Context: an optimization exercise on an open-source flow, tuned for small area, a short achievable clock period and few clock cycles. The choices shown serve that exercise and are no tape-out recipe.
In this exercise RTL edits were held to simulation tests only and were not proved equivalent to the original.
Power and IR drop assume default switching activity.

run A:
// zc_demod
module zc_demod (
    input  wire        clk,
    input  wire        rst,
    input  wire        cmd_valid,
    input  wire [31:0] cmd_data,
    output wire        cmd_ready,
    output reg         out_valid,
    output reg  [31:0] out_data,
    output wire [8:0]  status,
    output wire [63:0] sample_count
);
Size in the first run: roughly 2000 flip-flops, about 140 I/O pins, roughly 53000 um2 of cells after synthesis.
Settings: LEC_CHECK=0, ABC_AREA=1, CAP_MARGIN=20, CORE_MARGIN=2, CORE_UTILIZATION=40, CTS_CLUSTER_DIAMETER=70, CTS_CLUSTER_SIZE=24, PLACE_DENSITY=0.6, SLEW_MARGIN=20, SYNTH_HIERARCHICAL=1; clock period 15.0 ns.
standard.sh (not shown) runs the stock make flow with config.mk's settings and CLKGATE_MAP_FILE= SYNTH_SCRIPT=/design/flow/synth_recipe.tcl, a recipe that flattens the netlist after the stock synthesis.
==> flow/flow/run.sh <==
#!/bin/bash
# Standard layout (standard synthesis, floorplan, place, CTS, route), with
# repair_timing asked for more setup slack than the clock period needs, so
# that it shortens the critical paths, and port buffers that it can size.
set -euo pipefail
bash standard.sh finish SETUP_SLACK_MARGIN=10.9 "BUFFER_PORTS_ARGS=-buffer_cell sky130_fd_sc_hd__buf_2" > make_finish.log 2>&1
In summary, run A completed successfully, with a layout that passed the timing, DRC and antenna checks.
Testbench counts of run A, summed over its fixed seeds: cycles 390,972.
Edits applied to the flow inputs when going from run A to run B:
# run A
export LEC_CHECK = 0
export ABC_AREA = 1
export CAP_MARGIN = 20
export CORE_MARGIN = 2
export CORE_UTILIZATION = 40
export CTS_CLUSTER_DIAMETER = 70
export CTS_CLUSTER_SIZE = 24
export PLACE_DENSITY = 0.6
export SLEW_MARGIN = 20
export SYNTH_HIERARCHICAL = 1
create_clock -name core_clock -period 15.0 [get_ports {clk}]
# run B
export LEC_CHECK = 0
export CAP_MARGIN = 20
export CORE_MARGIN = 2
export CORE_UTILIZATION = 40
export CTS_CLUSTER_DIAMETER = 70
export CTS_CLUSTER_SIZE = 24
export PLACE_DENSITY = 0.6
export SLEW_MARGIN = 20
export SYNTH_HIERARCHICAL = 1
create_clock -name core_clock -period 15.0 [get_ports {clk}]
--- a/flow/flow/run.sh
+++ b/flow/flow/run.sh
@@ -5,2 +5,2 @@
 set -euo pipefail
-bash standard.sh finish SETUP_SLACK_MARGIN=10.9 "BUFFER_PORTS_ARGS=-buffer_cell sky130_fd_sc_hd__buf_2" > make_finish.log 2>&1
+bash standard.sh finish SETUP_SLACK_MARGIN=10.5 "BUFFER_PORTS_ARGS=-buffer_cell sky130_fd_sc_hd__buf_2" > make_finish.log 2>&1
## What came out
- Of the two values seen for end point of the critical path, flen[0] was produced by run B and hist2[34] by run A.
- Measured against run B, the wire length of run A comes out at 1.06 times the reference value.
- Changes observed in run B relative to run A: maximum clock frequency fell by about 10%; number of gates resized after CTS decreased by 165 relative to the old numbers; final period demand of the worst path up 0.49 ns.
Modified inputs, run C compared to run B
# run B
export LEC_CHECK = 0
export CAP_MARGIN = 20
export CORE_MARGIN = 2
export CORE_UTILIZATION = 40
export CTS_CLUSTER_DIAMETER = 70
export CTS_CLUSTER_SIZE = 24
export PLACE_DENSITY = 0.6
export SLEW_MARGIN = 20
export SYNTH_HIERARCHICAL = 1
create_clock -name core_clock -period 15.0 [get_ports {clk}]
# run C
export LEC_CHECK = 0
export CAP_MARGIN = 20
export CORE_MARGIN = 2
export CORE_UTILIZATION = 40
export CTS_CLUSTER_DIAMETER = 85
export CTS_CLUSTER_SIZE = 27
export PLACE_DENSITY = 0.6
export SLEW_MARGIN = 20
export SYNTH_HIERARCHICAL = 1
create_clock -name core_clock -period 15.0 [get_ports {clk}]
--- a/flow/flow/run.sh
+++ b/flow/flow/run.sh
@@ -5,2 +5,2 @@
 set -euo pipefail
-bash standard.sh finish SETUP_SLACK_MARGIN=10.5 "BUFFER_PORTS_ARGS=-buffer_cell sky130_fd_sc_hd__buf_2" > make_finish.log 2>&1
+bash standard.sh finish SETUP_SLACK_MARGIN=10 "BUFFER_PORTS_ARGS=-buffer_cell sky130_fd_sc_hd__buf_2" > make_finish.log 2>&1
Looking at startpoint of the worst setup timing path, the cmd_data[8] result is from run B; the cmd_data[3] one comes from run C. Diff run B -> run C | filler cell count | up by a few percent. Combinational power share (higher): run B. Comparing the two runs side by side, run C comes out ahead of run B on count of vias placed by the detailed router.

* * *

Another version of the RTL of zc_demod (not shown whole).
For scale: ~2,000 flip-flops, about 140 I/O pins, roughly 53,000 um^2 of cells after synthesis.
Design zc_demod, start of the top module:
module zc_demod (
    input  wire        clk,
    input  wire        rst,
    input  wire        cmd_valid,
    input  wire [31:0] cmd_data,
    output wire        cmd_ready,
    output reg         out_valid,
    output reg  [31:0] out_data,
    output wire [8:0]  status,
    output wire [63:0] sample_count
);
clock: 15.0 ns
lec_check: 0
abc_area: 1
cap_margin: 20
core_margin: 2
core_utilization: 30
cts_cluster_diameter: 85
cts_cluster_size: 27
place_density: 0.5
slew_margin: 20
synth_hierarchical: 1
==> flow/flow/run.sh <==
#!/bin/bash
# Standard layout (standard synthesis, floorplan, place, CTS, route), with
# repair_timing asked for more setup slack than the clock period needs, so
# that it shortens the critical paths, and port buffers that it can size.
set -euo pipefail
bash standard.sh finish SETUP_SLACK_MARGIN=10.45 "BUFFER_PORTS_ARGS=-buffer_cell sky130_fd_sc_hd__buf_2" > make_finish.log 2>&1
Testbench counts at the start, summed over its fixed seeds: cycles 390,972.
Edit:
--- a/flow/flow/run.sh
+++ b/flow/flow/run.sh
@@ -6 +6 @@
-bash standard.sh finish SETUP_SLACK_MARGIN=10.45 "BUFFER_PORTS_ARGS=-buffer_cell sky130_fd_sc_hd__buf_2" > make_finish.log 2>&1
+bash standard.sh finish SETUP_SLACK_MARGIN=10.6 "BUFFER_PORTS_ARGS=-buffer_cell sky130_fd_sc_hd__buf_2" > make_finish.log 2>&1
Settings changed: CORE_UTILIZATION 30 to 40, PLACE_DENSITY 0.5 to 0.6.
The new run completed with no timing, DRC or antenna violations.
Wire length came out lower by 4.8%.
Setup slack is worse by 0.015 ns.
Cell area came out higher by 1.3%.
Core utilization came out higher by 12 points.
Clock power came out higher by about 1%.
Clock-buffer cell count came out lower by 2.
Total power came out higher by 1.2%.
Flip-flop and latch count does not change.
Die area came out lower by 25%.
Edit:
--- a/flow/flow/run.sh
+++ b/flow/flow/run.sh
@@ -6 +6 @@
-bash standard.sh finish SETUP_SLACK_MARGIN=10.6 "BUFFER_PORTS_ARGS=-buffer_cell sky130_fd_sc_hd__buf_2" > make_finish.log 2>&1
+bash standard.sh finish SETUP_SLACK_MARGIN=10.45 "BUFFER_PORTS_ARGS=-buffer_cell sky130_fd_sc_hd__buf_2" > make_finish.log 2>&1
Settings changed: CORE_UTILIZATION 40 to 50, PLACE_DENSITY 0.6 to 0.7.
First-iteration DRC count climbs by 2.2%.
Clock power decreases by about 2%.
Cell count drops by 7.3%.
Fmax grows by 0.95%.
Non-clock buffer count decreases by 75.
Worst setup slack gets better by 0.043 ns.
Power fell by 1.8%.
Synthesized cell count stays the same.
Count of clock-buffer cells in the layout drops by 2.
Die area decreases by 20%.
Wire length went down by 2.2%.
Edit:
Settings changed: CORE_UTILIZATION 50 to 40, PLACE_DENSITY 0.7 to 0.6.
Outcome:
- clock-buffer cell count fell by 2
- total power barely changes
- first-iteration DRC count fell by roughly a tenth
- cell count rose by a few percent
- die area rose by a quarter to a third
- flip-flop and latch count is unchanged
- final area rose slightly
- maximum frequency hardly moves
- core utilization fell by 11 points
- routed wire length fell slightly
- clock power hardly moves
Edit:
--- a/flow/flow/run.sh
+++ b/flow/flow/run.sh
@@ -6 +6 @@
-bash standard.sh finish SETUP_SLACK_MARGIN=10.45 "BUFFER_PORTS_ARGS=-buffer_cell sky130_fd_sc_hd__buf_2" > make_finish.log 2>&1
+bash standard.sh finish SETUP_SLACK_MARGIN=10.3 "BUFFER_PORTS_ARGS=-buffer_cell sky130_fd_sc_hd__buf_2" > make_finish.log 2>&1
After rerunning: Critical path depth does not change. Synthesized cell count stays the same. Via count fell slightly. Area after synthesis is unchanged. Sequential share of layout area rose by 0.41 points. Maximum frequency fell by a few percent. Power rose slightly. Register-to-register slack got worse by 0.17 ns. Design area fell slightly. Worst hold slack got worse by 0.012 ns.

* * *

zc_demod with an RTL version that a note above also has.
Size in the first run: ~2000 flip-flops, about 140 I/O pins, ~53000 µm² of cells after synthesis.
clock: 15.0 ns
lec_check: 0
abc_area: 1
cap_margin: 20
core_margin: 2
core_utilization: 40
cts_cluster_diameter: 70
cts_cluster_size: 24
place_density: 0.6
slew_margin: 20
synth_hierarchical: 1
==> flow/flow/run.sh <==
#!/bin/bash
# Standard layout (standard synthesis, floorplan, place, CTS, route), with
# repair_timing asked for more setup slack than the clock period needs, so
# that it shortens the critical paths, and port buffers that it can size.
set -euo pipefail
bash standard.sh finish SETUP_SLACK_MARGIN=10.3 "BUFFER_PORTS_ARGS=-buffer_cell sky130_fd_sc_hd__buf_2" > make_finish.log 2>&1
The first run ran to the end with no violations.
Testbench counts at the start, summed over its fixed seeds: cycles 390,972.
Then changed:
--- a/flow/flow/run.sh
+++ b/flow/flow/run.sh
@@ -6 +6 @@
-bash standard.sh finish SETUP_SLACK_MARGIN=10.3 "BUFFER_PORTS_ARGS=-buffer_cell sky130_fd_sc_hd__buf_2" > make_finish.log 2>&1
+bash standard.sh finish SETUP_SLACK_MARGIN=10 "BUFFER_PORTS_ARGS=-buffer_cell sky130_fd_sc_hd__buf_2" > make_finish.log 2>&1
Settings changed: ABC_AREA 1 to default, CORE_UTILIZATION 40 to 60, PLACE_DENSITY 0.6 to 0.75.
Outcome: Die area shrinks by 35%; cell area goes down by 3.5%; core utilization rose by 23 points; global-route usage rose by 5.9 points; via count came out lower by about 11%; sequential share of layout area came out higher by 2.6 points.
Then changed:
--- a/flow/flow/run.sh
+++ b/flow/flow/run.sh
@@ -6 +6 @@
-bash standard.sh finish SETUP_SLACK_MARGIN=10 "BUFFER_PORTS_ARGS=-buffer_cell sky130_fd_sc_hd__buf_2" > make_finish.log 2>&1
+bash standard.sh finish SETUP_SLACK_MARGIN=10.3 "BUFFER_PORTS_ARGS=-buffer_cell sky130_fd_sc_hd__buf_2" > make_finish.log 2>&1
Settings changed: ABC_AREA from default to 1, CORE_UTILIZATION 60 to 40, CTS_CLUSTER_DIAMETER 70 to 85, CTS_CLUSTER_SIZE 24 to 27, PLACE_DENSITY 0.75 to 0.6.
Result:
- The new run ran to the end with no violations
- design area grows by 2.5%
- area after synthesis grows by 3.1%
- power went down by about 1.4%
- count of clock-buffer cells in the layout fell by 21
- clock power came out lower by about 5%
- wire length goes up by about 2.7%
- non-clock buffer count fell by 25
- worst setup slack improved by 0.48 ns
- hold slack hardly moves
- cell count went up by about 30%
- global-route usage came out lower by 6.0 points
Then changed:
--- a/flow/flow/run.sh
+++ b/flow/flow/run.sh
@@ -6 +6 @@
-bash standard.sh finish SETUP_SLACK_MARGIN=10.3 "BUFFER_PORTS_ARGS=-buffer_cell sky130_fd_sc_hd__buf_2" > make_finish.log 2>&1
+bash standard.sh finish SETUP_SLACK_MARGIN=10 "BUFFER_PORTS_ARGS=-buffer_cell sky130_fd_sc_hd__buf_2" > make_finish.log 2>&1
Outcome:
- non-clock buffer count decreases by 12
- sequential share of layout area increases by 0.50 points
- worst setup slack degrades by 0.26 ns
- total power decreases by 0.66%
- clock skew decreases by 0.014 ns
- first-iteration DRC count increases by 5.2%
- worst hold slack improves by 0.013 ns
- global-route usage hardly moves

* * *

zc_demod again, from the RTL that the note above started with.
==> flow/design.v (excerpt) <==
module zc_demod (
    input  wire        clk,
    input  wire        rst,
    input  wire        cmd_valid,
    input  wire [31:0] cmd_data,
    output wire        cmd_ready,
    output reg         out_valid,
    output reg  [31:0] out_data,
    output wire [8:0]  status,
    output wire [63:0] sample_count
);
export LEC_CHECK = 0
export ABC_AREA = 1
export CAP_MARGIN = 20
export CORE_MARGIN = 2
export CORE_UTILIZATION = 40
export CTS_CLUSTER_DIAMETER = 70
export CTS_CLUSTER_SIZE = 24
export PLACE_DENSITY = 0.6
export SLEW_MARGIN = 20
export SYNTH_HIERARCHICAL = 1
create_clock -name core_clock -period 15.0 [get_ports {clk}]
==> flow/flow/run.sh <==
#!/bin/bash
# Standard layout (standard synthesis, floorplan, place, CTS, route), with
# repair_timing asked for more setup slack than the clock period needs, so
# that it shortens the critical paths, and port buffers that it can size.
set -euo pipefail
bash standard.sh finish SETUP_SLACK_MARGIN=10 "BUFFER_PORTS_ARGS=-buffer_cell sky130_fd_sc_hd__buf_2" > make_finish.log 2>&1
Testbench counts at the start, summed over its fixed seeds: cycles 390,972.
Change:
==> flow/flow/run.sh (replaced) <==
#!/bin/bash
# Standard layout (standard synthesis, floorplan, place, CTS, route), with
# repair_timing asked for more setup slack than the clock period needs, so
# that it shortens the critical paths, and port buffers that it can size.
set -euo pipefail
bash standard.sh finish SETUP_SLACK_MARGIN=10.6 "BUFFER_PORTS_ARGS=-buffer_cell sky130_fd_sc_hd__buf_2" > make_finish.log 2>&1
After rerunning: The changed run finished clean; cell count climbs by 1.6%; wire length climbs by 7.8%; sequential share of layout area drops by 2.5 points; maximum frequency climbs by 5.9%; sequential power barely changes; via count climbs by 2.7%; global-route usage climbs by 0.51 points; core utilization climbs by 1.6 points.
Change:
==> flow/flow/run.sh (replaced) <==
#!/bin/bash
# Standard layout (standard synthesis, floorplan, place, CTS, route), with
# repair_timing asked for more setup slack than the clock period needs, so
# that it shortens the critical paths, and port buffers that it can size.
set -euo pipefail
bash standard.sh finish SETUP_SLACK_MARGIN=10 "BUFFER_PORTS_ARGS=-buffer_cell sky130_fd_sc_hd__buf_2" > make_finish.log 2>&1
--- a/flow/config.mk
+++ b/flow/config.mk
@@ -6,5 +6,4 @@
 export NUM_CORES = 4
 export LEC_CHECK = 0
-export ABC_AREA = 1
 export CAP_MARGIN = 20
 export CORE_MARGIN = 2
Effect:
- The new run completed without violations
- power stays flat
- wire length came out lower by 9.8%
- die area came out lower by 3.0%
- via count came out lower by 14%
- hold slack barely changes
- sequential power hardly moves
- utilization came out lower by 0.48 points
- setup slack got worse by 0.45 ns
- clock-buffer cell count came out higher by 2
- register-to-register slack got worse by 0.76 ns

## re-timing with driven ports
In the flow no input, the clock included, has a driving cell. The finished layouts below were timed again as built, in two steps.
Step 1: set_driving_cell puts a clkbuf_16 on clk and a buf_2 on each other input, an assumption about the parent block.
Step 2 times the ports against the registers' clock, not the clock port: input delays grow and output delays shrink by t, the midpoint of the rising clock arrivals with the driver on.
Slacks: ideal ports / drivers / drivers and shift; pairs: ideal ports / drivers.
run	shift t [ns]	slack for setup (ns)	cell pins on the clock port's net
run A	0.758	10.417 / 10.445 / 9.687	1
run B	0.772	9.928 / 9.962 / 9.190	1
run C	0.740	9.864 / 9.903 / 9.162	1
the first run of note 2	0.776	10.409 / 10.462 / 9.685	1
the second run of note 2	0.750	10.395 / 10.428 / 9.678	1
the third run of note 2	0.750	10.438 / 10.484 / 9.734	1
the fourth run of note 2	0.756	10.438 / 10.465 / 9.721	1
the fifth run of note 2	0.764	10.307 / 10.364 / 9.600	1
the first run of note 3	0.757	10.341 / 10.388 / 9.631	1
the second run of note 3	0.743	9.888 / 9.929 / 9.186	1
the third run of note 3	0.745	10.366 / 10.416 / 9.671	1
the fourth run of note 3	0.748	10.101 / 10.150 / 9.402	1
the first run of note 4	0.754	10.173 / 10.220 / 9.466	1
the second run of note 4	0.764	10.442 / 10.485 / 9.722	1
the third run of note 4	0.764	9.997 / 10.043 / 9.279	1
After both steps setup and hold are still met in every run listed. For run B, which loses most, drivers alone change the setup slack by +0.034 ns; drivers and shift together by -0.738 ns.
